Context: an optimization exercise on an open-source flow, tuned for small area, a short achievable clock period and few clock cycles. The choices shown serve that exercise and are no tape-out recipe. The RTL was checked by simulation tests, not by an equivalence proof against the original design. Power figures rest on the tool's default switching activity, not on a simulated workload.

===== design.v =====
module rle_encoder (
    input  wire       clk,
    input  wire       rst,           
    input  wire       in_valid,
    output wire       in_ready,
    input  wire [7:0] in_data,
    input  wire       in_last,
    output wire       out_valid,
    input  wire       out_ready,
    output reg  [7:0] out_data,
    output reg        out_last
);
    localparam N   = 260;            
    localparam AW  = 9;              
    localparam QD  = 6;              
    localparam SM  = 4;              
    integer i;
    reg  [AW-1:0] c, c1;
    always @(posedge clk) begin
        if (rst) begin
            c  <= {AW{1'b0}};
            c1 <= {{(AW-1){1'b0}}, 1'b1};
        end else begin
            c  <= c1;
            c1 <= (c1 == N - 1) ? {AW{1'b0}} : c1 + 1'b1;
        end
    end
    reg        f0_v, f1_v, f0_l, f1_l, f0_e, f1_e;
    reg  [7:0] f0_b, f1_b, prev_in;
    reg        in_rdy;
    wire       fe_take;
    assign in_ready = in_rdy;
    wire       in_fire = in_valid & in_rdy;
    wire       in_eq   = (in_data == prev_in);
    wire       f1_v_n  = fe_take ? (f1_v & in_fire) : (f1_v | (f0_v & in_fire));
    always @(posedge clk) begin
        if (in_fire) prev_in <= in_data;
        if (fe_take) begin
            if (f1_v) begin
                f0_b <= f1_b; f0_l <= f1_l; f0_e <= f1_e;
                f1_b <= in_data; f1_l <= in_last; f1_e <= in_eq;
            end else begin
                f0_b <= in_data; f0_l <= in_last; f0_e <= in_eq;
            end
        end else if (!f0_v) begin
            f0_b <= in_data; f0_l <= in_last; f0_e <= in_eq;
        end else if (!f1_v) begin
            f1_b <= in_data; f1_l <= in_last; f1_e <= in_eq;
        end
        if (rst) begin
            f0_v   <= 1'b0;
            f1_v   <= 1'b0;
            in_rdy <= 1'b1;
        end else begin
            f0_v   <= fe_take ? (f1_v | in_fire) : (f0_v | in_fire);
            f1_v   <= f1_v_n;
            in_rdy <= ~f1_v_n;
        end
    end
    reg  [8*N-1:0] ring;
    wire           we;
    reg  [7:0]     v;                
    always @(posedge clk)
        ring <= {ring[8*(N-1)-1:0], we ? v : ring[8*N-1 -: 8]};
    reg  [QD-1:0] q_vld, q_lit, q_last;
    reg  [7:0]    q_len [0:QD-1];
    reg  [AW-1:0] q_val [0:QD-1];
    wire          q_push, q_pop;
    reg           p_lit, p_last;
    reg  [7:0]    p_len;
    reg  [AW-1:0] p_val;
    reg           pd_v, pd_lit, pd_last;
    reg  [7:0]    pd_len;
    reg  [AW-1:0] pd_val;
    reg           pop_d;
    wire          q_room = pd_v ? ~q_vld[QD-2] : ~q_vld[QD-1];
    always @(posedge clk) begin
        if (q_push) begin
            pd_lit <= p_lit; pd_last <= p_last; pd_len <= p_len; pd_val <= p_val;
        end
        for (i = 0; i < QD; i = i + 1) begin
            if (pop_d) begin
                if (pd_v && q_vld[i] && (i == QD - 1 || !q_vld[(i+1)%QD])) begin
                    q_lit[i] <= pd_lit; q_last[i] <= pd_last; q_len[i] <= pd_len; q_val[i] <= pd_val;
                end else if (i < QD - 1) begin
                    q_lit[i] <= q_lit[(i+1)%QD]; q_last[i] <= q_last[(i+1)%QD];
                    q_len[i] <= q_len[(i+1)%QD]; q_val[i] <= q_val[(i+1)%QD];
                end
            end else if (pd_v && !q_vld[i] && (i == 0 || q_vld[(i+QD-1)%QD])) begin
                q_lit[i] <= pd_lit; q_last[i] <= pd_last; q_len[i] <= pd_len; q_val[i] <= pd_val;
            end
        end
        if (rst) begin
            q_vld <= {QD{1'b0}};
            pd_v  <= 1'b0;
            pop_d <= 1'b0;
        end else begin
            pd_v  <= q_push;
            pop_d <= q_pop;
            if (pop_d && !pd_v)
                q_vld <= {1'b0, q_vld[QD-1:1]};
            else if (pd_v && !pop_d)
                q_vld <= {q_vld[QD-2:0], 1'b1};
        end
    end
    reg q_danger, q_anylit;
    reg qd_n, qa_n;
    always @(*) begin
        qd_n = pd_v & pd_lit & (pd_val == c1);
        qa_n = pd_v & pd_lit;
        for (i = 0; i < QD; i = i + 1) begin
            if (q_vld[i] && q_lit[i]) begin
                qa_n = 1'b1;
                if (q_val[i] == c1) qd_n = 1'b1;
            end
        end
    end
    always @(posedge clk) begin
        q_danger <= qd_n & ~rst;
        q_anylit <= qa_n;
    end
    reg           st_idle, st_tag, st_len, st_dat, st_val;
    reg           r_lit, r_last;
    reg  [7:0]    r_val, r_cnt;
    reg           r_cnt1;            
    reg  [AW-1:0] s;                 
    localparam NG = N / 4;           
    reg  [NG-1:0] tsel;              
    reg  [1:0]    since;             
    reg           dat_ok;            
    reg           r_dx;              
    wire          rd_ready;
    reg  [7:0]    tap;
    integer       m;
    always @(*) begin
        tap = 8'd0;
        for (m = 0; m < NG; m = m + 1)
            tap = tap | ({8{tsel[m]}} & ring[32*m +: 8]);
    end
    reg  [7:0]    fd1, fd2, fd3;
    always @(posedge clk) begin
        fd1 <= tap; fd2 <= fd1; fd3 <= fd2;
    end
    reg  [7:0]    ring_rd;
    always @(*) begin
        case (s[1:0])
            2'd0: ring_rd = tap;
            2'd1: ring_rd = fd1;
            2'd2: ring_rd = fd2;
            default: ring_rd = fd3;
        endcase
    end
    wire rd_valid = ~st_idle & (~st_dat | dat_ok);
    reg  [7:0]    hdr_b;             
    reg           hdr_l;
    wire [7:0]    rd_data = st_dat ? ring_rd : hdr_b;
    wire          rd_last = st_dat ? (r_last & r_cnt1) : hdr_l;
    wire rd_fire  = rd_valid & rd_ready;
    wire r_take   = st_dat & dat_ok & rd_ready;
    wire r_done   = rd_ready & (st_val | (st_dat & dat_ok & r_cnt1));
    assign q_pop  = q_vld[0] & ~pop_d & (st_idle | r_done);
    wire r_inlit  = ~st_idle & r_lit;
    wire r_danger = r_dx & ~r_take;
    reg  [AW-1:0] hs;
    wire [AW:0]   sd1    = {1'b0, c1} - {1'b0, q_val[1]};
    wire [AW:0]   sdp    = {1'b0, c1} - {1'b0, pd_val};
    wire [AW-1:0] hs_q1  = sd1[AW] ? sd1[AW-1:0] + N[AW-1:0] : sd1[AW-1:0];
    wire [AW-1:0] hs_pd  = sdp[AW] ? sdp[AW-1:0] + N[AW-1:0] : sdp[AW-1:0];
    wire [AW-1:0] hs_inc = (hs == N - 1) ? {AW{1'b0}} : hs + 1'b1;
    wire          q0_pd  = pd_v & (pop_d ? (q_vld[0] & ~q_vld[1]) : ~q_vld[0]);
    always @(posedge clk)
        hs <= q0_pd ? hs_pd : pop_d ? hs_q1 : hs_inc;
    wire [AW-1:0] s_head = hs;
    wire [1:0]    sh_lo  = hs[1:0];
    wire [AW-1:0] s_inc  = (s == N - 1) ? {AW{1'b0}} : s + 1'b1;
    wire [1:0]    since_n = (since == 2'd3) ? 2'd3 : since + 2'd1;
    wire [1:0]    s_lo_n  = r_take ? s[1:0] : s[1:0] + 2'd1;
    always @(posedge clk) begin
        if (rst) begin
            st_idle <= 1'b1;
            st_tag  <= 1'b0;
            st_len  <= 1'b0;
            st_dat  <= 1'b0;
            st_val  <= 1'b0;
            r_dx    <= 1'b0;
        end else begin
            r_dx <= ~q_pop & r_inlit & ~r_done & (r_take ? (s == N - 1) : (s == N - 2));
            if (q_pop) begin
                st_idle <= 1'b0;
                st_tag  <= 1'b1;
                st_len  <= 1'b0;
                st_dat  <= 1'b0;
                st_val  <= 1'b0;
            end else begin
                if (rd_ready) begin
                    if (st_tag) begin st_tag <= 1'b0; st_len <= 1'b1; end
                    if (st_len) begin st_len <= 1'b0; st_dat <= r_lit; st_val <= ~r_lit; end
                    if (st_val) begin st_val <= 1'b0; st_idle <= 1'b1; end
                    if (st_dat && dat_ok && r_cnt1) begin st_dat <= 1'b0; st_idle <= 1'b1; end
                end
            end
        end
    end
    always @(posedge clk) begin
        if (q_pop) begin
            r_lit  <= q_lit[0];
            r_last <= q_last[0];
            r_cnt  <= q_len[0];
            r_cnt1 <= (q_len[0] == 8'd1);
            r_val  <= q_val[0][7:0];
            hdr_b  <= {7'd0, ~q_lit[0]};
            hdr_l  <= 1'b0;
            s      <= s_head;
            tsel   <= {{(NG-1){1'b0}}, 1'b1} << s_head[AW-1:2];
            since  <= 2'd0;
            dat_ok <= (sh_lo == 2'd0);
        end else begin
            since  <= since_n;
            dat_ok <= (s_lo_n <= since_n);
            if (!r_take) begin
                s    <= s_inc;
                if (s[1:0] == 2'd3) tsel <= {tsel[NG-2:0], tsel[NG-1]};
            end
            if (r_take) begin
                r_cnt  <= r_cnt - 8'd1;
                r_cnt1 <= (r_cnt == 8'd2);
            end
            if (rd_ready && st_tag) hdr_b <= r_cnt;
            if (rd_ready && st_len) begin hdr_b <= r_val; hdr_l <= r_last; end
        end
    end
    reg        p_v, o_v, k_v;
    reg  [7:0] p_d, k_d;
    reg        p_l, k_l;
    assign out_valid = o_v;
    assign rd_ready  = ~k_v;         
    wire       o_take = out_ready | ~o_v;
    always @(posedge clk) begin
        if (rd_fire) begin
            p_d <= rd_data; p_l <= rd_last;
        end
        if (o_take) begin
            if (k_v) begin out_data <= k_d; out_last <= k_l; end
            else     begin out_data <= p_d; out_last <= p_l; end
        end
        if (k_v ? o_take : ~o_take) begin
            k_d <= p_d; k_l <= p_l;
        end
        if (rst) begin
            p_v <= 1'b0;
            o_v <= 1'b0;
            k_v <= 1'b0;
        end else begin
            p_v <= rd_fire | (p_v & k_v & ~o_take);
            if (o_take) o_v <= k_v | p_v;
            if (k_v) begin
                if (o_take) k_v <= p_v;
            end else begin
                if (!o_take) k_v <= p_v;
            end
        end
    end
    reg  [7:0]    k;                 
    reg           k0, k1, kmax;      
    reg           fin;               
    reg  [7:0]    lit_len;           
    reg           span_open;         
    reg           lit254;            
    reg  [AW-1:0] a0;                
    reg  [AW-1:0] wr_next;           
    reg           contig;            
    reg           wrapped;           
    reg           sticky;            
    reg  [10:0]   bl;                
    wire wr_ok    = ~sticky & ~r_danger & ~q_danger;
    wire wr_allow = wr_ok & (span_open ? contig : ~bl_high);
    wire eq       = f0_e & ~kmax;
    wire fin_go   = fin & q_room & (~k1 | wr_allow);
    wire norm_go  = ~fin & f0_v & q_room & (~k1 | wr_allow);
    assign fe_take = f0_v & (fin ? fin_go : norm_go);
    wire act           = fin_go | (norm_go & ~k0 & ~eq);    
    wire do_write      = k1 & act;
    wire run_push      = ~k1 & act;
    wire lit_close_run = norm_go & k1 & eq & span_open;
    wire lit_close_w   = do_write & (fin | lit254);
    wire lit_close     = lit_close_run | lit_close_w;
    assign we     = do_write;
    assign q_push = run_push | lit_close;
    wire [7:0] ll1 = lit_len + 8'd1;
    always @(*) begin
        p_lit  = ~run_push;
        p_last = fin;
        p_len  = run_push ? k : (lit_close_run ? lit_len : ll1);
        p_val  = run_push ? {1'b0, v} : (span_open ? a0 : c);
    end
    wire       add3 = run_push | (do_write & ~span_open);
    wire       add1 = do_write & span_open;
    reg  [2:0]  bl_d;                
    wire [2:0]  bl_dn = {1'b0, add3, add3 | add1} - {2'd0, rd_fire};
    reg         bl_high;             
    always @(*) begin
        case (bl_d)
            3'd1:    bl_high = (bl >= N - SM - 1);
            3'd2:    bl_high = (bl >= N - SM - 2);
            3'd3:    bl_high = (bl >= N - SM - 3);
            3'd7:    bl_high = (bl >= N - SM + 1);
            default: bl_high = (bl >= N - SM);
        endcase
    end
    wire [7:0] k_inc = k + 8'd1;
    always @(posedge clk) begin
        if (fe_take) v <= f0_b;
        if (do_write) wr_next <= c1;
        if (do_write & ~span_open) a0 <= c;
    end
    always @(posedge clk) begin
        if (rst) begin
            k         <= 8'd0;
            k0        <= 1'b1;
            k1        <= 1'b0;
            kmax      <= 1'b0;
            fin       <= 1'b0;
            lit_len   <= 8'd0;
            span_open <= 1'b0;
            lit254    <= 1'b0;
            wrapped   <= 1'b0;
            sticky    <= 1'b0;
            contig    <= 1'b0;
            bl        <= 11'd0;
            bl_d      <= 3'd0;
        end else begin
            bl      <= bl + {{8{bl_d[2]}}, bl_d};
            bl_d    <= bl_dn;
            contig  <= do_write | (c1 == wr_next);
            if (lit_close) begin
                lit_len   <= 8'd0;
                span_open <= 1'b0;
                lit254    <= 1'b0;
                wrapped   <= 1'b0;
            end else begin
                if (do_write) begin
                    lit_len   <= ll1;
                    span_open <= 1'b1;
                    lit254    <= (lit_len == 8'd253);
                end
                if (span_open && c == a0) wrapped <= 1'b1;
            end
            if (r_danger | q_danger | (lit_close & (wrapped | (span_open & ((c == a0) | (c1 == a0))))))
                sticky <= 1'b1;
            else if (!r_inlit && !q_anylit)
                sticky <= 1'b0;
            if (fin) begin
                if (fin_go) begin
                    k    <= {7'd0, f0_v};
                    k0   <= ~f0_v;
                    k1   <= f0_v;
                    kmax <= 1'b0;
                    fin  <= f0_v & f0_l;
                end
            end else if (norm_go) begin
                fin <= f0_l;
                if (!k0 && eq) begin
                    k    <= k_inc;
                    k1   <= 1'b0;
                    kmax <= (k == 8'd254);
                end else begin
                    k    <= 8'd1;
                    k1   <= 1'b1;
                    kmax <= 1'b0;
                end
                k0 <= 1'b0;
            end
        end
    end
endmodule

===== run.sh =====
#!/bin/bash
# synth_recipe.tcl (not shown) runs the flow's synth.tcl, then flattens the netlist and writes it again
# the make line also repeats each setting of config.mk as NAME=value (left out here)
make -C /OpenROAD-flow-scripts/flow DESIGN_CONFIG=/design/flow/config.mk WORK_HOME=/design/flow/orfs CLKGATE_MAP_FILE= SYNTH_SCRIPT=/design/flow/synth_recipe.tcl finish

===== config.mk =====
export PLATFORM = sky130hd
export DESIGN_NAME = rle_encoder
export DESIGN_NICKNAME = rle_encoder
export VERILOG_FILES = /design/flow/design.v
export SDC_FILE = /design/flow/constraint.sdc
export NUM_CORES = 4
export LEC_CHECK = 0
export CAP_MARGIN = 60
export CORE_MARGIN = 2
export CORE_UTILIZATION = 40
export CTS_BUF_LIST = sky130_fd_sc_hd__clkbuf_8
export CTS_CLUSTER_DIAMETER = 50
export CTS_CLUSTER_SIZE = 16
export SLEW_MARGIN = 60

===== constraint.sdc =====
create_clock -name core_clock -period 10.0 [get_ports {clk}]
set_input_delay 2.0000 -clock core_clock [delete_from_list [all_inputs] [get_ports {clk}]]
set_output_delay 2.0000 -clock core_clock [all_outputs]
set_load 0.01 [all_outputs]

==> out/metrics.csv, run 1 <==
stage,metric,value,unit
logic_synthesis,ys_ff_latch,2511,
worst_hold_path,min_path_cells,0,
logic_synthesis,synth-main-ff-cell,dfxtp_1,
detailed_routing,viasPerCell,4.77,
clock_tree,clock_path_buffers,3,
pwr,p_leak,27.0,nW
global_routing,grt_pass1_vias,30600,
clock_tree,cts_root_buffer,clkbuf_8,
pwr,peakVddDrop,0.000140,V
setup_path,crit_required,8.00,ns
logic_synthesis,yosys-top-cells-area,"dfxtp_1, edfxtp_1, mux2_2",
logic_synthesis,synth_top_cell_area_share,68.3,%
clock_tree,ctsHoldBuffers,0,
setup_path,path_cells,clkdlybuf4s50_1,
worst_hold_path,hold_end,ring[1021],
setup_path,critPathTopFamily,buffers and inverters,
sta,hold_viol,0,
detailed_routing,antenna_left,0,
sta,final-max-slew-violation-count,0,
logic_synthesis,synthArstFlopShare,0,%
global_routing,grt_max_degree,66,
place,io_buffers,23,
setup_path,cp_slowest_cell,clkdlybuf4s50_1,
setup_path,crit_arrival,1.86,ns
setup_path,regToRegSetupSlack,6.70,ns
setup_path,reg2reg_from,k_v,
cells_and_area,nets,4413,
setup_path,path_max_fanout,2,
die,ios,24,
logic_synthesis,syn-cell-area,0.0646,sq mm
place,place_ws,6.25,ns
clock_tree,cts_sinks,2511,
sta,finClkSkew,0.0827,ns
global_routing,antenna_found_initial,4,
detailed_routing,finalWirelength,147000,microns
sta,tns,0,ns
run_status,status,"complete, no violations",
die,core_area,0.161,sq mm
setup_path,slowest_delay,0.55,ns
clock_tree,clk_pin_slew_worst_paths,0.09,ns
sta,period_minus_slack,3.86,ns
setup_path,r2r-end,tsel[40],
die,die_height,406,microns
logic_synthesis,syn-num-nets,4243,
clock_tree,cts_tree,yes,
logic_synthesis,syn_avg_cell_area,15.5,sq um
setup_path,worst_setup_path_end_kind,output pin,
logic_synthesis,synth_cell_types,73,
sta,setup_viol,0,
logic_synthesis,synth_top_area_cell,dfxtp_1,
detailed_routing,wl_per_cell,22.3,microns
detailed_routing,dr.pass1.iters,6,
clock_tree,cts_resized,0,
setup_path,crit_buf_inv,1,
cells_and_area,ff_latch_area,0.0534,sq mm
setup_path,path_class,flip-flop to output pin,
cells_and_area,multiInputGateArea,0.0106,sq mm
worst_hold_path,hold_class,flip-flop to flip-flop,
detailed_routing,vias,31400,
die,die_w,406,microns
logic_synthesis,synth_edf_count,308,
sta,rsz0062_at_grt,no,
setup_path,cp.depth,1,
global_routing,grt_usage,17.6,%
place,gp_congestion,0.839,
cells_and_area,drive_above_1_share,12.4,%
global_routing,grt_overflow_total,0,
logic_synthesis,syn_inst,4178,
clock_tree,numCtsBuffers,191,
global_routing,grt_pass1_wl,209000,microns
sta,post-route-period-util,38.6,%
cells_and_area,nFillCells,14200,
clock_tree,cts_setup_buffers,0,
detailed_routing,drc_errors,0,
die,row_count,147,
cells_and_area,fin_util,44.5,%
sta,max_freq,259,MHz
logic_synthesis,ys_warn_count,3,
place,dpl.cell_count,6315,
sta,worst_slack,6.14,ns
cells_and_area,instances_no_fill,6580,
pwr,p_per_area,250,mW/mm^2
worst_hold_path,holdCritStartpoint,ring[1013],
run,maxCapViolCount,0,
die,start_util,40.2,%
cells_and_area,syn_to_final_growth,10.5,%
place,hpwl,99200,microns
clock_tree,htree_levels,4,
detailed_routing,drt_iter0_markers,2722,
logic_synthesis,yosysSeqAreaShare,82.6,%
setup_path,reg2reg_depth,9,
clock_tree,worstSkewPairLatency,0.97,ns
sta,slew_headroom,59.1,%
sta,worst_slew_pin_slew,0.614,ns
setup_path,cp-start-kind,flip-flop,
die,dieArea,0.165,sq mm
[kinds of logic after synthesis]
logic type,Yosys count,synth area share (%)
simple gates,556,4.24
mux,158,2.75
xor+xnor,150,2.03
flops,2511,82.6
fa+ha+maj,52,1.04
compound gates,542,6.08
buf+inv,209,1.28
[worst max path at each step]
stage                       from         to
after floorplan             s[0]    tsel[0]
after global placement       k_v   tsel[58]
after detailed placement  st_dat  pd_val[5]
after CTS                 in_rdy   in_ready
after global routing      in_rdy   in_ready
final                     in_rdy   in_ready
[placed cells by master, fill, tap and decap left out, drive strengths merged, types with 8 or more instances in the layout]
| cell type | synthesis | layout |
|---|---|---|
| ha | 49 | 49 |
| or3 | 10 | 10 |
| clkbuf | 135 | 201 |
| nand3 | 47 | 47 |
| a222oi | 9 | 9 |
| nor2 | 127 | 127 |
| mux2 | 134 | 134 |
| inv | 58 | 98 |
| a31oi | 11 | 11 |
| nor3 | 18 | 18 |
| edfxtp | 308 | 308 |
| nor2b | 23 | 23 |
| and3 | 10 | 10 |
| dfxtp | 2203 | 2203 |
| a221oi | 81 | 81 |
| a22o | 64 | 64 |
| xnor2 | 87 | 87 |
| nand2 | 173 | 173 |
| clkinv | 0 | 12 |
| xor2 | 63 | 63 |
| nand2b | 10 | 10 |
| buf | 16 | 104 |
| a2bb2oi | 8 | 8 |
| o21ai | 90 | 90 |
| o31ai | 36 | 36 |
| a22oi | 126 | 126 |
| a211oi | 11 | 11 |
| a21oi | 66 | 66 |
| nor4 | 25 | 25 |
| nand4 | 70 | 70 |
| or2 | 10 | 10 |
| clkdlybuf4s50 | 0 | 22 |
| mux2i | 24 | 24 |
[layout make-up]
cell class / count / area share (%)
flip-flops and latches: 2511 / 74.7
inverters: 58 / 0.308
repair buffers: 128 / 1.54
clock inverters: 62 / 0.894
diodes: 4 / 0.0140
well taps: 2160 / 3.79
multi-input cells: 1458 / 14.9
clock buffers: 199 / 3.84
[state kept, by name, summed over array words and instances, names as in the netlist, 9 cells and up]
| register | cells |
|---|---|
| pd_val | 9 |
| c1 | 9 |
| q_val | 54 |
| ring | 2080 |
| wr_next | 9 |
| a0 | 9 |
| hs | 9 |
| c | 9 |
| tsel | 65 |
| s | 9 |
| bl | 11 |
| q_len | 48 |
[synth_stat cells (4+ instances only)]
library cell	number
or2_2	10
a22o_1	64
nand3b_1	5
and3_1	10
a22oi_1	126
or3_1	10
inv_1	57
mux2_4	8
nand2_1	171
nand3_1	47
a211oi_1	11
nor2_1	126
a2bb2oi_1	8
buf_1	11
mux2_2	124
nand2b_1	9
xnor2_1	87
nor2b_1	23
nor3_1	18
o21ai_0	89
a221oi_1	81
o21bai_1	5
dfxtp_1	2203
nor3b_1	4
ha_1	49
nor4_1	24
mux2i_1	24
o31ai_1	36
a21o_1	4
a222oi_1	9
edfxtp_1	308
xor2_1	63
o22ai_1	6
a31oi_1	11
o21a_1	6
nand4_1	70
a21oi_1	64
clkbuf_1	135
or4_1	4
and2_1	6
[stage by stage]
step           area [sq um]  hold slack [ns]  power [mW]
3_3_place_gp          67500            0.310        12.8
6_report              71400            0.292        17.8
4_1_cts               71300            0.286        17.9
3_5_place_dp          67900            0.312        12.9
2_1_floorplan         64600            0.310        11.7
5_1_grt               71400            0.280        18.4
[power by group]
| part | switching (mW) | internal (mW) |
|---|---|---|
| registers | 0.448 | 10.5 |
| clock network | 3.15 | 1.99 |
| logic | 1.25 | 0.485 |
[routing by layer]
metal	up-vias	GRT usage, %	routed length, microns
li1	14700	-	-
met1	15500	24.0	65700
met4	0	6.16	4750
met2	888	28.2	67300
met5	-	0	0
met3	263	3.38	8930
Testbench counts, summed over its fixed seeds: cycles 40,244.
==> run 2: changes to the inputs <==
==> flow/run.sh (new file) <==
#!/bin/bash
# The standard layout (standard.sh), with the port buffers that ORFS inserts
# before global placement made of sky130_fd_sc_hd__buf_4 cells instead of the
# cell buffer_ports picks by itself. Everything else is the standard flow's own flow.
set -euo pipefail
export BUFFER_PORTS_ARGS="-buffer_cell sky130_fd_sc_hd__buf_4"
bash standard.sh > standard.log 2>&1
==> standard.sh (new file) <==
#!/bin/bash
# synth_recipe.tcl (not shown) runs the flow's synth.tcl, then flattens the netlist and writes it again
# the make line also repeats each setting of config.mk as NAME=value (left out here)
make -C /OpenROAD-flow-scripts/flow DESIGN_CONFIG=/design/flow/config.mk WORK_HOME=/design/flow/orfs CLKGATE_MAP_FILE= SYNTH_SCRIPT=/design/flow/synth_recipe.tcl "${@:-finish}"
--- a/config.mk
+++ b/config.mk
@@ -8,7 +8,7 @@
 export CAP_MARGIN = 60
 export CORE_MARGIN = 2
 export CORE_UTILIZATION = 40
-export CTS_BUF_LIST = sky130_fd_sc_hd__clkbuf_8
+export CTS_BUF_LIST = sky130_fd_sc_hd__clkbuf_16
 export CTS_CLUSTER_DIAMETER = 50
 export CTS_CLUSTER_SIZE = 16
 export SLEW_MARGIN = 60
removed: run.sh
==> out/metrics.csv, run 2 <==
stage,metric,value,unit
run_status,status,"complete, no violations",
logic_synthesis,synth_commonest_cells,"dfxtp_1, edfxtp_1, nand2_1, clkbuf_1",
logic_synthesis,synth-main-ff-cell,dfxtp_1,
pwr,p_leak,27.9,nW
cells_and_area,nets,4404,
global_routing,grt_max_degree,66,
sta,worst_slack,6.61,ns
clock_tree,clock_path_buffers,3,
global_routing,grt_pass1_wl,210000,microns
cells_and_area,nFillCells,13900,
cells_and_area,final_area,0.0734,sq mm
cells_and_area,max_flop_register,ring,
logic_synthesis,yosys-top-cells-area,"dfxtp_1, edfxtp_1, mux2_2",
cells_and_area,drive_above_1_share,12.5,%
clock_tree,ctsHoldBuffers,0,
sta,setup_viol,0,
global_routing,antenna_found_initial,3,
die,core_area,0.161,sq mm
sta,rsz0062_at_grt,no,
worst_hold_path,hold_class,flip-flop to flip-flop,
cells_and_area,mostFrequentLayoutCell,dfxtp_1,
detailed_routing,antenna_left,0,
clock_tree,clk_pin_slew_worst_paths,0.06,ns
setup_path,cp-start-kind,flip-flop,
logic_synthesis,syn_inst,4178,
global_routing,grt_overflow_total,0,
logic_synthesis,synth_mux_area_share,2.75,%
logic_synthesis,syn_avg_cell_area,15.5,sq um
logic_synthesis,yosysSeqAreaShare,82.6,%
logic_synthesis,synth_compound_area_share,6.08,%
clock_tree,cts_tree,yes,
cells_and_area,instances_no_fill,6565,
sta,final-max-slew-violation-count,0,
cells_and_area,diodes,0,
logic_synthesis,synth_edf_count,308,
logic_synthesis,ys_ff_latch,2511,
cells_and_area,syn_to_final_growth,13.6,%
logic_synthesis,synth_cell_types,73,
cells_and_area,multiInputGateArea,0.0106,sq mm
sta,period_minus_slack,3.39,ns
die,row_count,147,
detailed_routing,wl_per_cell,22.3,microns
logic_synthesis,synth_top_cell_area_share,68.3,%
worst_hold_path,hold_end,ring[1053],
clock_tree,cts_setup_buffers,0,
logic_synthesis,syn-cell-area,0.0646,sq mm
detailed_routing,drt_iter0_markers,3071,
clock_tree,numCtsBuffers,190,
logic_synthesis,synthAdderAreaFrac,1.04,%
clock_tree,cts_sinks,2511,
die,ios,24,
cells_and_area,ff_latch_area,0.0534,sq mm
clock_tree,cts_resized,0,
setup_path,regToRegSetupSlack,6.61,ns
run,maxCapViolCount,0,
setup_path,crit_required,10.66,ns
cells_and_area,layout_common_cells,"dfxtp_1, edfxtp_1, clkbuf_16",
setup_path,reg2reg_depth,9,
die,dieArea,0.165,sq mm
die,start_util,40.2,%
place,place_ws,6.16,ns
detailed_routing,drc_errors,0,
logic_synthesis,synth_top_area_cell,dfxtp_1,
setup_path,worst_setup_path_end_kind,flip-flop,
clock_tree,worstSkewPairLatency,0.83,ns
detailed_routing,finalWirelength,146000,microns
sta,max_freq,295,MHz
sta,worst_slew_pin_slew,0.641,ns
worst_hold_path,min_path_cells,0,
sta,finClkSkew,0.0735,ns
global_routing,grt_usage,17.6,%
worst_hold_path,holdCritStartpoint,ring[1045],
setup_path,r2r-end,bl_d[1],
cells_and_area,reg_top3,"ring (2080), tsel (65), q_val (54)",
logic_synthesis,yosysMostFrequentCell,dfxtp_1,
clock_tree,cts_root_buffer,clkbuf_16,
cells_and_area,largest_register_ffs,2080,
detailed_routing,vias,31400,
sta,tns,0,ns
sta,hold_ws,0.289,ns
place,place_area,0.0678,sq mm
clock_tree,htree_levels,4,
pwr,p_per_area,267,mW/mm^2
logic_synthesis,ys_warn_count,3,
logic_synthesis,synth_top_family_by_area,compound AO/OA/AOI/OAI gates,
setup_path,reg2reg_from,k_v,
place,dpl.cell_count,6305,
global_routing,grt_pass1_vias,30700,
die,die_height,406,microns
logic_synthesis,yosys.area_share.simple,4.24,%
place,hpwl,98800,microns
setup_path,path_max_fanout,23,
logic_synthesis,synthArstFlopShare,0,%
setup_path,path_class,flip-flop to flip-flop,
place,io_buffers,23,
pwr,peakVddDrop,0.000167,V
detailed_routing,viasPerCell,4.79,
place,gp_congestion,0.840,
sta,hold_viol,0,
detailed_routing,dr.pass1.iters,7,
logic_synthesis,syn-num-nets,4243,
sta,slew_headroom,57.2,%
die,die_w,406,microns
setup_path,crit_arrival,4.05,ns
logic_synthesis,synth_xor_xnor_area_share,2.03,%
sta,post-route-period-util,33.9,%
==> run 2: cell count changes in the layout (fill, tap and decap cells not counted), sizes merged <==
cell,previous run,this run
inv,98,89
clkdlybuf4s50,22,0
buf,104,119
clkinv,12,33
bufinv,4,0
clkinvlp,6,1
clkbuf,201,194
diode,4,0
==> run 2: stage by stage <==
step	utilization (%)	total power, mW
3_3_place_gp	42.0	12.7
5_1_grt	45.7	20.2
3_5_place_dp	42.2	12.8
4_1_cts	45.7	19.7
6_report	45.7	19.6
2_1_floorplan	-	11.7
==> run 2: power breakdown <==
group | total [mW] | leakage, nW | internal, mW | switching (mW)
sequential | 11.0 | 20.6 | 10.5 | 0.432
clock | 6.97 | 2.76 | 3.53 | 3.44
combinational | 1.68 | 4.55 | 0.465 | 1.21
total | 19.6 | 27.9 | 14.5 | 5.08
==> run 2: final cells by class <==
cell class | instances | area share [%]
flip-flops and latches | 2511 | 72.7
well taps | 2160 | 3.68
inverters | 58 | 0.300
repair buffers | 120 | 1.32
clock inverters | 65 | 1.01
multi-input cells | 1458 | 14.4
clock buffers | 193 | 6.58
==> run 2: kinds of logic (layout without fill, tap and decap cells) <==
logic type / Yosys count / count (layout)
AO/OA/AOI/OAI: 542 / 542
XOR/XNOR: 150 / 150
adder cells (fa/ha/maj): 52 / 52
buffers and inverters: 209 / 436
flip-flops: 2511 / 2511
multiplexers: 158 / 158
AND/OR/NAND/NOR: 556 / 556
==> run 2: critical path: stages (launching register included) <==
cell and delay (ns):
dfxtp_2 0.47, nand3b_1 0.40, a21oi_1 0.54, nand2b_1 0.22, nor4_4 0.37, buf_4 0.41
and2b_1 0.45, nor2_1 0.10, ha_1 0.29, nor2_1 0.04
==> run 2: worst max-delay path by stage <==
stage                      start       end
after floorplan             s[0]   tsel[0]
after global placement       k_v  tsel[38]
after detailed placement  st_dat      f1_e
after CTS                 st_dat      f1_e
after global routing      st_dat   bl_d[1]
final                        k_v   bl_d[1]
==> run 2: metal layers <==
metal  share of wire, %  track usage [%]
met1                 44             24.0
met2                 46             27.9
met3                6.9             3.78
met4                3.4             6.22
met5                  0                0
==> run 3: changes to the inputs <==
--- a/config.mk
+++ b/config.mk
@@ -8,7 +8,7 @@
 export CAP_MARGIN = 60
 export CORE_MARGIN = 2
 export CORE_UTILIZATION = 40
-export CTS_BUF_LIST = sky130_fd_sc_hd__clkbuf_16
+export CTS_BUF_LIST = sky130_fd_sc_hd__clkbuf_8
 export CTS_CLUSTER_DIAMETER = 50
 export CTS_CLUSTER_SIZE = 16
 export SLEW_MARGIN = 60
==> out/metrics.csv, run 3 <==
stage,metric,value,unit
logic_synthesis,synth_commonest_cells,"dfxtp_1, edfxtp_1, nand2_1, clkbuf_1",
global_routing,grt_pass1_wl,208000,microns
die,dieArea,0.165,sq mm
cells_and_area,max_flop_register,ring,
detailed_routing,drc_errors,0,
die,core_area,0.161,sq mm
sta,post-route-period-util,34.5,%
logic_synthesis,ys_warn_count,3,
detailed_routing,finalWirelength,146000,microns
logic_synthesis,yosys-top-cells-area,"dfxtp_1, edfxtp_1, mux2_2",
global_routing,use_met3,3.47,%
die,start_util,40.2,%
cells_and_area,largest_register_ffs,2080,
logic_synthesis,synth-main-ff-cell,dfxtp_1,
cells_and_area,layout_common_cells,"dfxtp_1, edfxtp_1, clkbuf_8",
setup_path,crit_buf_inv,1,
setup_path,crit_required,8.00,ns
setup_path,path_cells,buf_4,
global_routing,grt_pass1_vias,30400,
sta,finClkSkew,0.0757,ns
logic_synthesis,synth_edf_count,308,
global_routing,antenna_found_initial,6,
logic_synthesis,syn_avg_cell_area,15.5,sq um
sta,setup_viol,0,
die,die_w,406,microns
sta,worst_slew_pin_slew,0.639,ns
logic_synthesis,yosysMostFrequentCell,dfxtp_1,
cells_and_area,syn_to_final_growth,10.2,%
global_routing,use_met1,24.0,%
setup_path,path_class,flip-flop to output pin,
setup_path,slowest_delay,0.38,ns
logic_synthesis,syn_inst,4178,
clock_tree,cts_root_buffer,clkbuf_8,
logic_synthesis,yosysSeqAreaShare,82.6,%
detailed_routing,wl_per_cell,22.2,microns
setup_path,regToRegSetupSlack,6.58,ns
die,die_height,406,microns
place,hpwl,98800,microns
clock_tree,htree_levels,4,
detailed_routing,viasPerCell,4.76,
sta,final-max-slew-violation-count,0,
logic_synthesis,synthArstFlopShare,0,%
pwr,p_total,17.7,mW
clock_tree,ctsHoldBuffers,0,
place,io_buffers,23,
logic_synthesis,syn-cell-area,0.0646,sq mm
die,row_count,147,
logic_synthesis,synth_top_area_cell,dfxtp_1,
sta,slew_headroom,57.4,%
logic_synthesis,synth_cell_types,73,
pwr,p_per_area,249,mW/mm^2
setup_path,crit_arrival,1.45,ns
global_routing,busiest_layer,met2,
clock_tree,cts_sinks,2511,
global_routing,use_met2,27.8,%
clock_tree,clk_pin_slew_worst_paths,0.09,ns
cells_and_area,nFillCells,14100,
pwr,p_leak,27.0,nW
cells_and_area,reg_top3,"ring (2080), tsel (65), q_val (54)",
setup_path,cp_slowest_cell,edfxtp_1,
logic_synthesis,synth_top_cell_area_share,68.3,%
sta,period_minus_slack,3.45,ns
sta,tns,0,ns
logic_synthesis,syn-num-nets,4243,
detailed_routing,antenna_left,0,
run,maxCapViolCount,0,
global_routing,grt_overflow_total,0,
clock_tree,cts_tree,yes,
pwr,peakVddDrop,0.000148,V
clock_tree,cts_resized,0,
logic_synthesis,ys_ff_latch,2511,
clock_tree,clock_path_buffers,3,
place,gp_congestion,0.840,
cells_and_area,drive_above_1_share,12.6,%
detailed_routing,vias,31300,
clock_tree,cts_setup_buffers,0,
global_routing,grt_usage,17.5,%
setup_path,critPathTopFamily,flip-flops,
sta,max_freq,290,MHz
global_routing,grt_max_degree,66,
sta,hold_viol,0,
sta,rsz0062_at_grt,no,
die,ios,24,
setup_path,cp-start-kind,flip-flop,
cells_and_area,mostFrequentLayoutCell,dfxtp_1,
setup_path,worst_setup_path_end_kind,output pin,
setup_path,path_max_fanout,1,
run_status,status,"complete, no violations",
detailed_routing,dr.pass1.iters,8,
worst_hold_path,hold_class,flip-flop to flip-flop,
cells_and_area,nets,4404,
clock_tree,worstSkewPairLatency,0.97,ns
clock_tree,numCtsBuffers,190,
detailed_routing,drt_iter0_markers,2951,
## run 3: worst register-to-register path, stage by stage (launching register included)
cell      delay (ns)
dfxtp_2         0.48
nand3b_1        0.41
a21oi_1         0.55
nand2b_1        0.22
nor4_4          0.37
buf_4           0.41
and2b_1         0.45
nor2_1          0.10
ha_1            0.29
nor2_1          0.10
## run 3: cell type report
cell class,count,area [sq um],share of cell area [%]
Tap cell,2160,2700,3.79
Multi-Input combinational cell,1458,10600,14.9
Sequential cell,2511,53400,74.9
Inverter,58,220,0.309
Timing Repair Buffer,120,972,1.37
Clock inverter,60,621,0.871
Clock buffer,198,2730,3.83
Antenna cell,5,12.5,0.0176
## run 3: final timing paths
| kind | start | endpoint | cells after the start |
|---|---|---|---|
| setup / recovery | out_data[4] | out_data[4] | 1 |
| hold / removal | ring[787] | ring[795] | 0 |
| setup reg to reg | k_v | bl_d[1] | 9 |
| hold reg to reg | ring[787] | ring[795] | 0 |
## run 3: power breakdown
part	total (mW)	switching, mW	internal [mW]
Combinational	1.67	1.20	0.465
Clock	5.09	3.15	1.94
Sequential	10.9	0.431	10.5
## run 3: logic make-up (layout without fill, tap and decap cells)
group                    Yosys count  in the layout  synth area share, %
adder cells (fa/ha/maj)           52             52                 1.04
multiplexers                     158            158                 2.75
AND/OR/NAND/NOR                  556            556                 4.24
XOR/XNOR                         150            150                 2.03
buffers and inverters            209            436                 1.28
flip-flops                      2511           2511                 82.6
other                              0              5                    0
AO/OA/AOI/OAI                    542            542                 6.08
## run 3: per-layer routing
| layer | routed length (microns) | vias up |
|---|---|---|
| li1 | - | 14700 |
| met1 | 64900 | 15400 |
| met5 | 7 | - |
| met4 | 4800 | 2 |
| met3 | 9400 | 250 |
| met2 | 66500 | 971 |
## run 3: metrics by stage
stage,area (sq um),hold slack [ns],std cells,setup WS [ns],utilization (%)
3_3_place_gp,67400,0.310,6281,5.60,42.0
4_1_cts,71100,0.297,6563,6.13,44.3
6_report,71200,0.287,6570,6.55,44.4
5_1_grt,71200,0.293,6569,6.33,44.4
2_1_floorplan,64600,0.310,4178,3.64,-
3_5_place_dp,67800,0.312,6305,6.16,42.2
==> run 4: changes to the inputs <==
--- a/config.mk
+++ b/config.mk
@@ -7,7 +7,7 @@
 export LEC_CHECK = 0
 export CAP_MARGIN = 60
 export CORE_MARGIN = 2
-export CORE_UTILIZATION = 40
+export CORE_UTILIZATION = 55
 export CTS_BUF_LIST = sky130_fd_sc_hd__clkbuf_8
 export CTS_CLUSTER_DIAMETER = 50
 export CTS_CLUSTER_SIZE = 16
==> out/metrics.csv, run 4 <==
stage,metric,value,unit
setup_path,path_cells,buf_4,
clock_tree,numCtsBuffers,192,
setup_path,cp-start-kind,flip-flop,
global_routing,antenna_found_initial,8,
detailed_routing,antenna_left,0,
logic_synthesis,synth-main-ff-cell,dfxtp_1,
place,hpwl,99300,microns
cells_and_area,drive_above_1_share,12.8,%
logic_synthesis,syn_avg_cell_area,15.5,sq um
logic_synthesis,synth_top_family_by_area,compound AO/OA/AOI/OAI gates,
logic_synthesis,yosys.area_share.simple,4.24,%
sta,finClkSkew,0.0703,ns
cells_and_area,nFillCells,8994,
logic_synthesis,syn-cell-area,0.0646,sq mm
pwr,p_leak,27.0,nW
run,maxCapViolCount,0,
cells_and_area,instances_no_fill,5953,
logic_synthesis,synth_compound_area_share,6.08,%
logic_synthesis,synthAdderAreaFrac,1.04,%
die,row_count,125,
sta,setup_viol,0,
clock_tree,cts_setup_buffers,0,
clock_tree,cts_resized,0,
setup_path,cp_slowest_cell,edfxtp_1,
die,core_area,0.116,sq mm
clock_tree,htree_levels,4,
run_status,status,"complete, no violations",
logic_synthesis,ys_ff_latch,2511,
setup_path,crit_required,8.00,ns
cells_and_area,mostFrequentLayoutCell,dfxtp_1,
place,dpl.cell_count,5684,
cells_and_area,max_flop_register,ring,
logic_synthesis,synthArstFlopShare,0,%
worst_hold_path,hold_class,flip-flop to flip-flop,
place,gp_congestion,0.864,
clock_tree,cts_sinks,2511,
setup_path,crit_buf_inv,1,
global_routing,grt_pass1_wl,208000,microns
clock_tree,cts_tree,yes,
die,die_w,347,microns
logic_synthesis,yosysSeqAreaShare,82.6,%
detailed_routing,drc_errors,0,
pwr,p_per_area,251,mW/mm^2
logic_synthesis,synth_top_area_cell,dfxtp_1,
logic_synthesis,synth_mux_area_share,2.75,%
logic_synthesis,synth_commonest_cells,"dfxtp_1, edfxtp_1, nand2_1, clkbuf_1",
sta,period_minus_slack,3.47,ns
sta,final-max-slew-violation-count,0,
pwr,peakVddDrop,0.000186,V
sta,slew_headroom,57.0,%
setup_path,crit_arrival,1.47,ns
setup_path,path_max_fanout,1,
cells_and_area,layout_common_cells,"dfxtp_1, edfxtp_1, clkbuf_8",
die,dieArea,0.120,sq mm
setup_path,path_class,flip-flop to output pin,
cells_and_area,largest_register_ffs,2080,
clock_tree,cts_root_buffer,clkbuf_8,
clock_tree,worstSkewPairLatency,0.98,ns
logic_synthesis,yosys-top-cells-area,"dfxtp_1, edfxtp_1, mux2_2",
logic_synthesis,synth_top_cell_area_share,68.3,%
detailed_routing,viasPerCell,5.29,
detailed_routing,dr.pass1.iters,6,
die,die_height,347,microns
clock_tree,clk_pin_slew_worst_paths,0.10,ns
detailed_routing,wl_per_cell,24.3,microns
cells_and_area,reg_top3,"ring (2080), tsel (65), q_val (54)",
cells_and_area,nets,4419,
clock_tree,ctsHoldBuffers,0,
logic_synthesis,syn-num-nets,4243,
logic_synthesis,ys_warn_count,3,
detailed_routing,finalWirelength,145000,microns
sta,hold_ws,0.279,ns
detailed_routing,drt_iter0_markers,2610,
cells_and_area,multiInputGateArea,0.0106,sq mm
logic_synthesis,yosysMostFrequentCell,dfxtp_1,
detailed_routing,vias,31500,
sta,worst_slew_pin_slew,0.645,ns
die,ios,24,
global_routing,grt_usage,24.1,%
setup_path,critPathTopFamily,flip-flops,
setup_path,worst_setup_path_end_kind,output pin,
logic_synthesis,synth_cell_types,73,
clock_tree,clock_path_buffers,3,
setup_path,slowest_delay,0.38,ns
logic_synthesis,syn_inst,4178,
cells_and_area,syn_to_final_growth,8.94,%
sta,max_freq,288,MHz
die,start_util,55.5,%
sta,post-route-period-util,34.7,%
global_routing,grt_pass1_vias,30400,
sta,rsz0062_at_grt,no,
global_routing,grt_max_degree,66,
logic_synthesis,synth_edf_count,308,
place,io_buffers,23,
cells_and_area,ff_latch_area,0.0534,sq mm
sta,hold_viol,0,
logic_synthesis,synth_xor_xnor_area_share,2.03,%
sta,tns,0,ns
global_routing,grt_overflow_total,0,
## run 4: cell types whose count changed in the layout (fill, tap and decap cells not counted), sizes merged, moves of 2 or more
cell,delta
clkinvlp,+2
inv,+7
clkinv,-2
buf,+13
clkbuf,-2
diode,+2
## run 4: layout make-up
class / count / share of cell area, %
tap: 1524 / 2.71
multi-input combinational: 1458 / 15.0
timing repair buffer: 133 / 1.51
clock inverter: 66 / 0.777
sequential: 2511 / 75.8
antenna: 7 / 0.0249
clock buffer: 196 / 3.83
inverter: 58 / 0.313
## run 4: metrics by stage
stage	setup slack, ns	power [mW]	instance area (sq um)	util (%)
final	6.53	17.7	70400	60.5
after floorplan	3.64	11.7	64600	-
after detailed placement	6.50	12.9	67100	57.7
after global placement	5.54	12.7	66600	57.3
after CTS	6.43	17.8	70300	60.4
after global routing	6.32	18.2	70400	60.5
## run 4: where the power goes
| part | leakage (nW) | internal, mW | switching (mW) |
|---|---|---|---|
| clock network | 1.74 | 1.88 | 3.13 |
| registers | 20.6 | 10.5 | 0.434 |
| logic | 4.61 | 0.477 | 1.24 |
| total | 27.0 | 12.9 | 4.80 |
## run 4: path summary, 6_finish.rpt
kind | startpoint | to | slack, ns | cells after the start
max | out_data[2] | out_data[2] | 6.53 | 1
min reg2reg | ring[1071] | ring[1079] | 0.28 | 0
max reg2reg | k_v | f1_e | 6.55 | 8
min | ring[1071] | ring[1079] | 0.28 | 0
## run 4: logic make-up after synthesis
group / Yosys count
AO/OA/AOI/OAI: 542
XOR/XNOR: 150
adder cells (fa/ha/maj): 52
buffers and inverters: 209
flip-flops: 2511
multiplexers: 158
AND/OR/NAND/NOR: 556
## run 4: worst register-to-register path: cells and delay by family, from the launching register on
kind | cells | cell delay [ns]
AND/OR/NAND/NOR | 5 | 1.52
multiplexers | 1 | 0.36
AO/OA/AOI/OAI | 2 | 0.84
flip-flops | 1 | 0.48
## run 4: layer usage
metal / vias to the layer above / global-route usage [%] / share of wire [%] / wire length (microns)
li1: 14700 / - / - / -
met1: 15600 / 32.8 / 45 / 64500
met2: 970 / 37.6 / 45 / 65600
met3: 272 / 4.67 / 6.0 / 8640
met4: 0 / 10.8 / 4.2 / 6120
met5: - / 0 / 0 / 0
==> run 5: changes to the inputs <==
--- a/design.v
+++ b/design.v
@@ -26,15 +26,14 @@
         end
     end
     reg        f0_v, f1_v, f0_l, f1_l, f0_e, f1_e;
-    reg  [7:0] f0_b, f1_b, prev_in;
+    reg  [7:0] f0_b, f1_b;
     reg        in_rdy;
     wire       fe_take;
     assign in_ready = in_rdy;
     wire       in_fire = in_valid & in_rdy;
-    wire       in_eq   = (in_data == prev_in);
+    wire       in_eq;                 
     wire       f1_v_n  = fe_take ? (f1_v & in_fire) : (f1_v | (f0_v & in_fire));
     always @(posedge clk) begin
-        if (in_fire) prev_in <= in_data;
         if (fe_take) begin
             if (f1_v) begin
                 f0_b <= f1_b; f0_l <= f1_l; f0_e <= f1_e;
@@ -308,6 +307,7 @@
         endcase
     end
     wire [7:0] k_inc = k + 8'd1;
+    assign in_eq = (in_data == (f1_v ? f1_b : f0_v ? f0_b : v));
     always @(posedge clk) begin
         if (fe_take) v <= f0_b;
         if (do_write) wr_next <= c1;
--- a/config.mk
+++ b/config.mk
@@ -7,8 +7,8 @@
 export LEC_CHECK = 0
 export CAP_MARGIN = 60
 export CORE_MARGIN = 2
-export CORE_UTILIZATION = 55
-export CTS_BUF_LIST = sky130_fd_sc_hd__clkbuf_8
+export CORE_UTILIZATION = 40
+export CTS_BUF_LIST = sky130_fd_sc_hd__clkbuf_8 sky130_fd_sc_hd__clkbuf_16
 export CTS_CLUSTER_DIAMETER = 50
 export CTS_CLUSTER_SIZE = 16
 export SLEW_MARGIN = 60
==> out/metrics.csv, run 5 <==
stage,metric,value,unit
setup_path,crit_required,10.51,ns
sta,setup_viol,0,
cells_and_area,instances_no_fill,6625,
place,io_buffers,23,
setup_path,crit_buf_inv,1,
setup_path,path_max_fanout,14,
detailed_routing,wl_per_cell,22.6,microns
clock_tree,cts_tree,yes,
logic_synthesis,synth_commonest_cells,"dfxtp_1, edfxtp_1, nand2_1, clkbuf_1, mux2_2",
place,gp_congestion,0.846,
sta,post-route-period-util,33.6,%
setup_path,cp_slowest_cell,dfxtp_2,
detailed_routing,dr.pass1.iters,6,
cells_and_area,syn_to_final_growth,13.9,%
cells_and_area,largest_register_ffs,2080,
run,maxCapViolCount,0,
detailed_routing,finalWirelength,150000,microns
cells_and_area,mostFrequentLayoutCell,dfxtp_1,
setup_path,cp-start-kind,flip-flop,
cells_and_area,layout_common_cells,"dfxtp_1, edfxtp_1, clkbuf_16",
sta,worst_slew_pin_slew,0.658,ns
run_status,status,"complete, no violations",
cells_and_area,multiInputGateArea,0.0109,sq mm
setup_path,slowest_delay,0.52,ns
die,die_height,406,microns
clock_tree,ctsHoldBuffers,0,
cells_and_area,drive_above_1_share,12.2,%
global_routing,grt_pass1_wl,216000,microns
logic_synthesis,syn-cell-area,0.0647,sq mm
logic_synthesis,syn-num-nets,4291,
logic_synthesis,syn_inst,4226,
clock_tree,cts_root_buffer,clkbuf_16,
clock_tree,clock_path_buffers,3,
pwr,peakVddDrop,0.000208,V
pwr,p_per_area,264,mW/mm^2
sta,period_minus_slack,3.36,ns
setup_path,path_cells,nand3b_1 > a21oi_1 > o211a_1 > o21ai_1 > a21boi_1 > buf_4 > and3_1 > mux2_1,
clock_tree,cts_resized,0,
clock_tree,clk_pin_slew_worst_paths,0.07,ns
clock_tree,cts_sinks,2503,
logic_synthesis,synth_cell_types,72,
global_routing,grt_overflow_total,0,
logic_synthesis,synth_top_cell_area_share,68.2,%
die,ios,24,
logic_synthesis,yosys-top-cells-area,"dfxtp_1, edfxtp_1, mux2_2",
global_routing,antenna_found_initial,3,
global_routing,grt_usage,18.1,%
logic_synthesis,synth-main-ff-cell,dfxtp_1,
logic_synthesis,syn_avg_cell_area,15.3,sq um
logic_synthesis,synth_top_area_cell,dfxtp_1,
setup_path,worst_setup_path_end_kind,flip-flop,
global_routing,grt_max_degree,66,
place,dpl.cell_count,6371,
logic_synthesis,yosysSeqAreaShare,82.1,%
cells_and_area,ff_latch_area,0.0531,sq mm
die,row_count,147,
detailed_routing,drc_errors,0,
detailed_routing,drt_iter0_markers,3180,
logic_synthesis,synth_edf_count,300,
sta,slew_headroom,56.1,%
detailed_routing,vias,32000,
worst_hold_path,hold_class,flip-flop to flip-flop,
setup_path,crit_arrival,3.87,ns
clock_tree,cts_setup_buffers,0,
cells_and_area,nFillCells,13900,
place,hpwl,104000,microns
global_routing,grt_pass1_vias,31400,
clock_tree,numCtsBuffers,186,
logic_synthesis,ys_warn_count,3,
cells_and_area,nets,4465,
detailed_routing,viasPerCell,4.84,
die,core_area,0.161,sq mm
clock_tree,htree_levels,4,
cells_and_area,max_flop_register,ring,
sta,tns,0,ns
detailed_routing,antenna_left,0,
cells_and_area,reg_top3,"ring (2080), tsel (65), q_val (54)",
sta,hold_viol,0,
pwr,p_leak,28.0,nW
logic_synthesis,yosysMostFrequentCell,dfxtp_1,
setup_path,critPathTopFamily,compound AO/OA/AOI/OAI gates,
sta,rsz0062_at_grt,no,
sta,max_freq,298,MHz
die,dieArea,0.165,sq mm
die,die_w,406,microns
setup_path,path_class,flip-flop to flip-flop,
logic_synthesis,ys_ff_latch,2503,
die,start_util,40.3,%
sta,finClkSkew,0.0650,ns
logic_synthesis,synthArstFlopShare,0,%
clock_tree,worstSkewPairLatency,0.83,ns
sta,final-max-slew-violation-count,0,
==> run 5: worst register-to-register path: stages (launching register included) <==
cell and delay (ns):
dfxtp_2 0.52, nand3b_1 0.35, a21oi_1 0.50, o211a_1 0.30, o21ai_1 0.15, a21boi_1 0.18, buf_4 0.21, and3_1 0.48
mux2_1 0.39
==> run 5: layout make-up <==
cell class | instances | share of cell area, %
Clock inverter | 56 | 0.930
Timing Repair Buffer | 139 | 1.55
Antenna cell | 2 | 0.00680
Sequential cell | 2503 | 72.2
Clock buffer | 195 | 6.58
Tap cell | 2160 | 3.67
Multi-Input combinational cell | 1512 | 14.8
Inverter | 58 | 0.299
==> run 5: kinds of logic after synthesis <==
logic type / count (synthesis) / share of synthesized area, %
AOI/OAI and AO/OA: 574 / 6.42
xor gates and xnor gates: 145 / 1.96
adders and majority gates: 52 / 1.04
buffers and inverters: 211 / 1.23
DFF: 2503 / 82.1
muxes: 157 / 2.67
and+or+nand+nor: 584 / 4.52
==> run 5: final timing paths <==
check,end,startpoint,depth (start not counted),slack (ns)
max reg2reg,f0_b[5],st_dat,8,6.64
min reg2reg,ring[1820],ring[1812],0,0.27
min,ring[1820],ring[1812],0,0.27
max,f0_b[5],st_dat,8,6.64
==> run 5: routing by layer <==
metal | vias up | routed length (microns) | track usage [%]
met1 | 15800 | 67000 | 24.8
li1 | 14900 | - | -
met3 | 253 | 10900 | 4.01
met2 | 1011 | 67200 | 28.3
met4 | 4 | 4800 | 6.01
met5 | - | 25 | 0
==> run 5: through the flow <==
stage	cell area (sq um)	total power, mW	worst slack [ns]	hold WS [ns]	utilization, %
after floorplan	64700	11.5	3.64	0.310	-
after global placement	67500	12.5	5.63	0.310	42.0
after detailed placement	68000	12.6	6.39	0.312	42.4
after CTS	73600	19.5	6.35	0.271	45.8
after global routing	73600	20.0	6.35	0.270	45.8
final	73600	19.5	6.64	0.273	45.9
==> run 5: report_power, final <==
part	leakage (nW)	switching [mW]	total, mW	internal (mW)
sequential	20.5	0.421	10.9	10.4
clock	2.75	3.42	6.97	3.55
combinational	4.68	1.15	1.62	0.469
Testbench counts of run 5, summed over its fixed seeds: cycles 40,244.
==> run 6: changes to the inputs <==
--- a/flow/run.sh
+++ b/flow/run.sh
@@ -4,4 +4,5 @@
 # cell buffer_ports picks by itself. Everything else is the standard flow's own flow.
 set -euo pipefail
 export BUFFER_PORTS_ARGS="-buffer_cell sky130_fd_sc_hd__buf_4"
+export SETUP_SLACK_MARGIN=6.7
 bash standard.sh > standard.log 2>&1
--- a/config.mk
+++ b/config.mk
@@ -8,7 +8,7 @@
 export CAP_MARGIN = 60
 export CORE_MARGIN = 2
 export CORE_UTILIZATION = 40
-export CTS_BUF_LIST = sky130_fd_sc_hd__clkbuf_8 sky130_fd_sc_hd__clkbuf_16
+export CTS_BUF_LIST = sky130_fd_sc_hd__clkbuf_8
 export CTS_CLUSTER_DIAMETER = 50
 export CTS_CLUSTER_SIZE = 16
 export SLEW_MARGIN = 60
==> out/metrics.csv, run 6 <==
stage,metric,value,unit
cells_and_area,final_area,0.0713,sq mm
place,gp_congestion,0.844,
die,dieArea,0.165,sq mm
setup_path,cp_slowest_cell,edfxtp_1,
logic_synthesis,yosysSeqAreaShare,82.1,%
clock_tree,clk_pin_slew_worst_paths,0.10,ns
global_routing,grt_overflow_total,0,
cells_and_area,syn_to_final_growth,10.3,%
sta,finClkSkew,0.0429,ns
logic_synthesis,syn_avg_cell_area,15.3,sq um
cells_and_area,drive_above_1_share,12.4,%
setup_path,crit_buf_inv,1,
setup_path,reg2reg_depth,8,
pwr,p_per_area,245,mW/mm^2
sta,slew_headroom,55.7,%
setup_path,crit_required,8.00,ns
logic_synthesis,synth_top_area_cell,dfxtp_1,
global_routing,antenna_found_initial,10,
global_routing,grt_pass1_vias,30700,
place,io_buffers,23,
place,hpwl,102000,microns
clock_tree,cts_tree,yes,
logic_synthesis,yosys-top-cells-area,"dfxtp_1, edfxtp_1, mux2_2",
detailed_routing,drc_errors,0,
setup_path,critPathTopFamily,flip-flops,
setup_path,slowest_delay,0.40,ns
sta,period_minus_slack,3.47,ns
cells_and_area,nFillCells,14100,
global_routing,grt_pass1_wl,211000,microns
setup_path,cp.depth,1,
logic_synthesis,syn_inst,4226,
setup_path,r2r-end,p_d[1],
sta,post-route-period-util,34.7,%
die,start_util,40.3,%
logic_synthesis,ys_ff_latch,2503,
logic_synthesis,yosysMostFrequentCell,dfxtp_1,
clock_tree,cts_sinks,2503,
setup_path,crit_path_start,out_data[5],
detailed_routing,drt_iter0_markers,3111,
logic_synthesis,syn-cell-area,0.0647,sq mm
sta,rsz0062_at_grt,yes,
detailed_routing,dr.pass1.iters,7,
die,core_area,0.161,sq mm
detailed_routing,antenna_left,0,
global_routing,grt_usage,17.8,%
sta,final-max-slew-violation-count,0,
detailed_routing,wl_per_cell,22.3,microns
setup_path,path_cells,buf_6,
clock_tree,cts_root_buffer,clkbuf_8,
worst_hold_path,holdCritStartpoint,ring[447],
setup_path,worst_setup_path_end_kind,output pin,
die,die_height,406,microns
clock_tree,ctsHoldBuffers,0,
setup_path,path_max_fanout,1,
logic_synthesis,syn-num-nets,4291,
logic_synthesis,synthArstFlopShare,0,%
logic_synthesis,synth-main-ff-cell,dfxtp_1,
clock_tree,htree_levels,4,
logic_synthesis,synth_commonest_cells,"dfxtp_1, edfxtp_1, nand2_1, clkbuf_1, mux2_2",
global_routing,grt_max_degree,66,
sta,hold_viol,0,
detailed_routing,viasPerCell,4.82,
sta,setup_viol,0,
die,ios,24,
sta,worst_slew_pin_slew,0.664,ns
worst_hold_path,min_path_cells,0,
run_status,status,"complete, no violations",
logic_synthesis,synth_cell_types,72,
worst_hold_path,hold_end,ring[455],
die,die_w,406,microns
sta,max_freq,289,MHz
cells_and_area,mostFrequentLayoutCell,dfxtp_1,
logic_synthesis,ys_warn_count,3,
clock_tree,clock_path_buffers,3,
cells_and_area,max_flop_register,ring,
clock_tree,worstSkewPairLatency,0.95,ns
sta,tns,0,ns
detailed_routing,vias,31900,
run,maxCapViolCount,0,
clock_tree,numCtsBuffers,186,
logic_synthesis,synth_edf_count,300,
setup_path,regToRegSetupSlack,6.68,ns
setup_path,crit_arrival,1.47,ns
place,place_area,0.0680,sq mm
setup_path,path_class,flip-flop to output pin,
pwr,p_leak,26.9,nW
cells_and_area,reg_top3,"ring (2080), tsel (65), q_val (54)",
die,row_count,147,
pwr,peakVddDrop,0.000182,V
cells_and_area,layout_common_cells,"dfxtp_1, edfxtp_1, clkbuf_8",
cells_and_area,largest_register_ffs,2080,
worst_hold_path,hold_class,flip-flop to flip-flop,
cells_and_area,nets,4470,
setup_path,cp-start-kind,flip-flop,
logic_synthesis,synth_top_cell_area_share,68.2,%
setup_path,reg2reg_from,tsel[48],
detailed_routing,finalWirelength,148000,microns
run 6: cell counts after synthesis:
No cell type changed its count.
run 6: what timing repair did:
action / CTS / global route
pin swaps: 0 / 2
setup buffers: 1 / 3
gates resized for setup: 16 / 5
setup endpoints to repair: 67 / 52
run 6: layout make-up:
type	count	area (sq um)	share of cell area [%]
Sequential cell	2503	53100	74.5
Multi-Input combinational cell	1512	10900	15.3
Tap cell	2160	2700	3.79
Clock buffer	188	2590	3.63
Timing Repair Buffer	144	1220	1.71
Clock inverter	61	562	0.788
Inverter	58	220	0.309
Antenna cell	3	7.51	0.0105
run 6: through the flow:
| stage | setup WS [ns] | instances | utilization (%) | hold slack (ns) | power (mW) |
|---|---|---|---|---|---|
| 2_1_floorplan | 6.99 | 4226 | - | 0.310 | 11.5 |
| 5_1_grt | 6.44 | 6628 | 44.4 | 0.305 | 18.0 |
| 3_3_place_gp | 5.66 | 6318 | 42.0 | 0.310 | 12.5 |
| 6_report | 6.53 | 6629 | 44.4 | 0.302 | 17.4 |
| 3_5_place_dp | 6.39 | 6372 | 42.4 | 0.312 | 12.7 |
| 4_1_cts | 6.44 | 6622 | 44.4 | 0.288 | 17.5 |
run 6: power breakdown:
group          switching (mW)  total [mW]  leakage [nW]  internal, mW
registers               0.390        10.8          20.5          10.4
clock network            3.10        4.95          1.68          1.86
logic                    1.20        1.67          4.72         0.471
run 6: logic make-up (layout without fill, tap and decap cells):
| group | Yosys count | after routing | share of synthesized area (%) |
|---|---|---|---|
| fa+ha+maj | 52 | 52 | 1.04 |
| buf+inv | 211 | 451 | 1.23 |
| mux | 157 | 157 | 2.67 |
| xor+xnor | 145 | 145 | 1.96 |
| simple gates | 584 | 584 | 4.52 |
| flops | 2503 | 2503 | 82.1 |
| compound gates | 574 | 574 | 6.42 |
| other cells | 0 | 3 | 0 |
run 6: layer usage:
layer	global-route usage, %	part of all wire [%]
met4	5.35	2.5
met5	0	0
met2	28.0	46
met1	24.8	45
met3	3.30	6.6
run 6: worst max-delay path by stage:
stage | end | slack [ns]
6_report | out_data[5] | 6.53
5_1_grt | out_data[4] | 6.44
4_1_cts | out_data[1] | 6.44
3_5_place_dp | f0_b[5] | 6.39
3_3_place_gp | tsel[50] | 5.66
2_1_floorplan | k_d[0] | 6.99
==> run 7: changes to the inputs <==
--- a/flow/run.sh
+++ b/flow/run.sh
@@ -4,5 +4,4 @@
 # cell buffer_ports picks by itself. Everything else is the standard flow's own flow.
 set -euo pipefail
 export BUFFER_PORTS_ARGS="-buffer_cell sky130_fd_sc_hd__buf_4"
-export SETUP_SLACK_MARGIN=6.7
 bash standard.sh > standard.log 2>&1
==> out/metrics.csv, run 7 <==
stage,metric,value,unit
run_status,status,"complete, no violations",
sta,max_freq,288,MHz
clock_tree,htree_levels,4,
setup_path,regToRegSetupSlack,6.61,ns
die,dieArea,0.165,sq mm
sta,slew_headroom,58.6,%
setup_path,endpoint,in_ready,
cells_and_area,max_flop_register,ring,
setup_path,path_class,flip-flop to output pin,
logic_synthesis,syn-num-nets,4291,
logic_synthesis,synth_cell_types,72,
sta,hold_viol,0,
pwr,p_leak,27.0,nW
cells_and_area,reg_top3,"ring (2080), tsel (65), q_val (54)",
sta,final-max-slew-violation-count,0,
logic_synthesis,syn_inst,4226,
detailed_routing,wl_per_cell,22.6,microns
logic_synthesis,yosysMostFrequentCell,dfxtp_1,
logic_synthesis,synth_top_cell_area_share,68.2,%
global_routing,grt_pass1_wl,214000,microns
global_routing,grt_usage,18.0,%
cells_and_area,largest_register_ffs,2080,
cells_and_area,syn_to_final_growth,10.4,%
sta,worst_slew_pin_slew,0.620,ns
sta,period_minus_slack,3.47,ns
die,row_count,147,
die,die_height,406,microns
cells_and_area,nets,4466,
place,io_buffers,23,
setup_path,crit_required,8.00,ns
sta,tns,0,ns
sta,post-route-period-util,34.7,%
cells_and_area,instances_no_fill,6628,
detailed_routing,antenna_left,0,
worst_hold_path,hold_class,flip-flop to flip-flop,
cells_and_area,layout_common_cells,"dfxtp_1, edfxtp_1, clkbuf_8",
cells_and_area,drive_above_1_share,12.2,%
clock_tree,cts_sinks,2503,
detailed_routing,dr.pass1.iters,6,
cells_and_area,nFillCells,14200,
logic_synthesis,ys_ff_latch,2503,
cells_and_area,fin_util,44.5,%
setup_path,cp-start-kind,flip-flop,
die,start_util,40.3,%
setup_path,critPathTopFamily,flip-flops,
cells_and_area,mostFrequentLayoutCell,dfxtp_1,
logic_synthesis,synthArstFlopShare,0,%
setup_path,cp.depth,1,
pwr,p_per_area,246,mW/mm^2
setup_path,crit_arrival,1.47,ns
global_routing,grt_max_degree,66,
logic_synthesis,synth-main-ff-cell,dfxtp_1,
logic_synthesis,synth_edf_count,300,
setup_path,reg2reg_depth,8,
setup_path,path_cells,buf_4,
detailed_routing,finalWirelength,150000,microns
setup_path,crit_buf_inv,1,
place,dpl.cell_count,6371,
clock_tree,clk_pin_slew_worst_paths,0.10,ns
detailed_routing,drc_errors,0,
setup_path,crit_path_start,in_rdy,
setup_path,r2r-end,f0_b[5],
global_routing,busiest_layer,met2,
run,maxCapViolCount,0,
die,core_area,0.161,sq mm
detailed_routing,viasPerCell,4.85,
clock_tree,worstSkewPairLatency,0.96,ns
clock_tree,numCtsBuffers,186,
pwr,p_total,17.6,mW
setup_path,worst_setup_path_end_kind,output pin,
detailed_routing,drt_iter0_markers,3354,
place,gp_congestion,0.846,
die,ios,24,
detailed_routing,vias,32100,
logic_synthesis,yosysSeqAreaShare,82.1,%
global_routing,use_met2,28.3,%
global_routing,grt_overflow_total,0,
die,die_w,406,microns
setup_path,reg2reg_from,st_dat,
logic_synthesis,syn-cell-area,0.0647,sq mm
global_routing,grt_pass1_vias,31000,
logic_synthesis,synth_top_area_cell,dfxtp_1,
logic_synthesis,synth_commonest_cells,"dfxtp_1, edfxtp_1, nand2_1, clkbuf_1, mux2_2",
global_routing,use_met1,25.1,%
clock_tree,cts_root_buffer,clkbuf_8,
setup_path,cp_slowest_cell,dfxtp_1,
sta,setup_viol,0,
place,hpwl,104000,microns
logic_synthesis,ys_warn_count,3,
clock_tree,cts_tree,yes,
clock_tree,clock_path_buffers,3,
global_routing,antenna_found_initial,4,
clock_tree,cts_resized,0,
clock_tree,cts_setup_buffers,0,
sta,hold_ws,0.262,ns
pwr,peakVddDrop,0.000182,V
sta,rsz0062_at_grt,no,
setup_path,slowest_delay,0.40,ns
setup_path,path_max_fanout,4,
logic_synthesis,yosys-top-cells-area,"dfxtp_1, edfxtp_1, mux2_2",
global_routing,use_met3,3.40,%
sta,finClkSkew,0.0661,ns
logic_synthesis,syn_avg_cell_area,15.3,sq um
clock_tree,ctsHoldBuffers,0,
run 7: cell counts after synthesis:
No cell type changed its count.
run 7: worst min-delay path by stage:
stage	slack (ns)	to	cells past startpoint	from
after global routing	0.25	ring[1820]	0	ring[1812]
final	0.26	ring[1820]	0	ring[1812]
after floorplan	0.31	ring[1008]	0	ring[1000]
after global placement	0.31	ring[995]	0	ring[987]
after CTS	0.25	ring[1820]	0	ring[1812]
after detailed placement	0.31	ring[1189]	0	ring[1181]
run 7: cell type report:
cell class                      count  area, sq um  share of cell area [%]
Tap cell                         2160         2700                    3.79
Clock inverter                     61          674                   0.945
Inverter                           58          220                   0.308
Timing Repair Buffer              140         1160                    1.62
Antenna cell                        4         10.0                  0.0140
Clock buffer                      190         2620                    3.66
Multi-Input combinational cell   1512        10900                    15.3
Sequential cell                  2503        53100                    74.4
run 7: worst reg2reg max path, stage by stage (launching register included):
cell and delay (ns):
dfxtp_2 0.53, nand3b_1 0.34, a21oi_1 0.53, o211a_1 0.31, o21ai_1 0.15, a21boi_1 0.18
buf_4 0.21, and3_1 0.48, mux2_1 0.39
run 7: report_power, final:
group / total (mW) / switching, mW / internal [mW]
clock network: 5.11 / 3.14 / 1.97
logic: 1.63 / 1.16 / 0.472
registers: 10.9 / 0.419 / 10.4
total: 17.6 / 4.72 / 12.9
run 7: routing by layer:
layer	up-vias	wire, microns
li1	14900	-
met3	253	9450
met2	954	67400
met1	16000	68300
met5	-	18
met4	2	4360
run 7: kinds of logic after synthesis:
logic type	Yosys count	synth area share [%]
AO/OA/AOI/OAI	574	6.42
XOR/XNOR	145	1.96
adder cells (fa/ha/maj)	52	1.04
buffers and inverters	211	1.23
flip-flops	2503	82.1
multiplexers	157	2.67
AND/OR/NAND/NOR	584	4.52
run 7: metrics by stage:
stage / instance area [sq um] / worst slack [ns]
after detailed placement: 68000 / 6.39
after global placement: 67500 / 5.63
after global routing: 71400 / 6.34
final: 71400 / 6.53
after floorplan: 64700 / 3.64
after CTS: 71300 / 6.35

-- re-timing with driven ports --
The results above use ideal ports. As a check the final layouts listed here were re-extracted and re-timed, cells and wires unchanged.
Step 1, drivers: a clkbuf_16 drives clk and a buf_2 each remaining input, both assumed.
Step 2 times the ports against the registers' clock, not the clock port: input delays grow and output delays shrink by t, the midpoint of the rising clock arrivals with the driver on.
a / b / c = no drivers / after step 1 / after step 2; a / b = the first two.
run	shift t [ns]	setup slack, ns
run 1	0.996	6.136 / 6.071 / 6.577
run 2	0.867	6.607 / 6.607 / 6.607
run 3	0.994	6.553 / 6.485 / 6.581
run 4	1.010	6.529 / 6.458 / 6.546
run 5	0.875	6.642 / 6.600 / 6.642
run 6	1.007	6.535 / 6.462 / 6.684
run 7	0.999	6.529 / 6.458 / 6.614
After both steps setup and hold are still met in every run listed.
